This design comes from an exercise in tuning for small area and a short achievable clock period on the open sky130 flow, not from production work. At most, simulation tests tie the RTL to the original design; equivalence was not proved.

orange:
Design dfbridge, start of the top module:
module dfbridge (
    input  wire        clk,
    input  wire        rst,           
    input  wire        cmd_valid,
    input  wire [15:0] cmd,
    output wire        cmd_ready,
    output reg         rsp_valid,
    output reg  [15:0] rsp,
    input  wire        evt_valid,
    input  wire [15:0] evt,
    output reg         miso_valid,
    output reg  [7:0]  miso,
    output reg         utx_valid,
    output reg  [7:0]  utx,
    output reg         busy
);
Settings: LEC_CHECK=0, ABC_AREA=1, CAP_MARGIN=20, CORE_MARGIN=2, CORE_UTILIZATION=45, SLEW_MARGIN=20; clock period 10.0 ns.
standard.sh (not shown) runs the stock make flow with config.mk's settings and CLKGATE_MAP_FILE= SYNTH_SCRIPT=/design/flow/synth_recipe.tcl, a recipe that flattens the netlist after the stock synthesis.
==> flow/flow/run.sh <==
#!/bin/bash
set -euo pipefail
bash standard.sh SETUP_SLACK_MARGIN=6.7 \
  "CTS_ARGS=-sink_clustering_enable -repair_clock_nets -sink_clustering_size 16 -sink_clustering_max_diameter 60 -buf_list sky130_fd_sc_hd__clkbuf_8 -dont_use_dummy_load" \
  finish > flow_make.log 2>&1
What blue does differently from orange at the input level:
diff --git a/flow/design.v b/flow/design.v
--- a/flow/design.v
+++ b/flow/design.v
@@ -15,13 +15,12 @@
     output reg         busy
 );
     reg [7:0] mem0 [0:63];
     reg [7:0] mem1 [0:63];
     reg [6:0] head0, tail0, head1, tail1;     
     reg       wv0, wv1;               
-    reg       byp0, byp1;             
     reg [7:0] wdat;                   
     reg [7:0] spi_rxd, spi_txd;
     reg       spi_rxavail, spi_txv, spi_reqpend;
     reg       spi_en, spi_rxie;              
     wire      spi_reqie = spi_rxie;
     reg [7:0] uart_rxd, uart_txd;
@@ -70,26 +69,16 @@
     wire [6:0] count0 = head0 - tail0;
     wire [6:0] count1 = head1 - tail1;
     wire       nz0   = head0 != tail0;
     wire       nz1   = head1 != tail1;
     wire       full0 = head0 == {~tail0[6], tail0[5:0]};
     wire       full1 = head1 == {~tail1[6], tail1[5:0]};
-    wire [63:0] tsel0 = 64'd1 << tail0[5:0];
-    wire [63:0] tsel1 = 64'd1 << tail1[5:0];
-    reg  [7:0]  mrd0, mrd1;
-    integer j;
-    always @(*) begin
-        mrd0 = 8'h00;
-        mrd1 = 8'h00;
-        for (j = 0; j < 64; j = j + 1) begin
-            mrd0 = mrd0 | (mem0[j] & {8{tsel0[j]}});
-            mrd1 = mrd1 | (mem1[j] & {8{tsel1[j]}});
-        end
-    end
-    wire [7:0] rd0   = byp0 ? wdat : mrd0;
-    wire [7:0] rd1   = byp1 ? wdat : mrd1;
+    wire [7:0] mrd0 = mem0[tail0[5:0]];
+    wire [7:0] mrd1 = mem1[tail1[5:0]];
+    wire [7:0] rd0   = (wv0 && head0 == tail0_i) ? wdat : mrd0;
+    wire [7:0] rd1   = (wv1 && head1 == tail1_i) ? wdat : mrd1;
     wire [3:0] pend = {uart_en & ~uart_txfull, uart_rxavail, spi_reqpend, spi_rxavail};
     wire [3:0] ie   = {uart_txrdy_ie, uart_rxie, spi_reqie, spi_rxie};
     wire [3:0] rdy  = pend & ie;
     reg        irq;                           
     wire [3:0] ivec = {rdy[3] & ~rdy[2] & ~rdy[1] & ~rdy[0],
                        rdy[2] & ~rdy[1] & ~rdy[0],
@@ -248,29 +237,27 @@
         uart_txd <= m_uart_txd;
         utx   <= m_uart_txd & {8{e_txd}};   
     end
     integer i;
     always @(posedge clk) begin
         if (rst) begin
-            head0 <= 7'd0; tail0 <= 7'd0; wv0 <= 1'b0; byp0 <= 1'b0;
-            head1 <= 7'd0; tail1 <= 7'd0; wv1 <= 1'b0; byp1 <= 1'b0;
+            head0 <= 7'd0; tail0 <= 7'd0; wv0 <= 1'b0;
+            head1 <= 7'd0; tail1 <= 7'd0; wv1 <= 1'b0;
             spi_rxavail <= 1'b0; spi_txv <= 1'b0; spi_reqpend <= 1'b0;
             spi_en <= 1'b0; spi_rxie <= 1'b0;
             uart_rxavail <= 1'b0; uart_fe_cur <= 1'b0; uart_or_cur <= 1'b0; uart_txfull <= 1'b0;
             uart_en <= 1'b0; uart_rxie <= 1'b0; uart_txrdy_ie <= 1'b0;
             gie <= 1'b0; irq <= 1'b0; ready_r <= 1'b1; busy <= 1'b0; clpc <= 3'd0; flg <= 7'd0;
             for (i = 0; i < 7; i = i + 1) cnt[i] <= 8'd0;
             cinc <= 7'd0;
             rsp_valid <= 1'b0; miso_valid <= 1'b0; utx_valid <= 1'b0;
         end else begin
             wv0 <= push0;
-            byp0 <= push0 & (pop0 ? count0 == 7'd1 : !nz0);
             if (push0) head0 <= head0_i;
             if (pop0)  tail0 <= tail0_i;
             wv1 <= push1;
-            byp1 <= push1 & !nz1;
             if (push1) head1 <= head1_i;
             if (pop1)  tail1 <= tail1_i;
             gie <= n_gie;
             irq <= n_irq;
             ready_r <= ~n_irq;
             if (do_flow) busy <= m_busy;
Findings:
Timing, DRC, antenna: 0 failures across blue and orange. Going from orange to blue, maximum clock frequency higher, first-pass GRT wire length higher. Compared with orange, blue shows a higher clock buffer count in the final layout. Re synthesized cell count: orange was higher than blue. Diff orange..blue | post-route cell area | negligible. Taking orange as 1.0, blue lands at 1.07 on met3 wirelength from detailed routing.
For orange, only the layout was checked, not whether the RTL still works.

==> port drivers added, routing unchanged <==
No port has a modelled driver above. Below, the same layouts with a new extraction and two added sets of constraints. Step 1, drivers: a clkbuf_16 drives clk and a buf_2 each remaining input, both assumed. Step 2 also shifts input and output timing later by t, the mid clock arrival at the registers, as if the neighbouring blocks saw the same clock. Three values: ideal, step 1, step 2; two values: the first two.
run	t (ns)	setup slack, ns	worst slew at a driven data input, ns
orange	0.852	6.645 / 6.572 / 5.846	0.17
blue	0.865	6.670 / 6.598 / 5.920	0.08
After both steps setup and hold are still met in every run listed. For orange, which loses most, drivers alone change the setup slack by -0.073 ns; drivers and shift together by -0.799 ns.
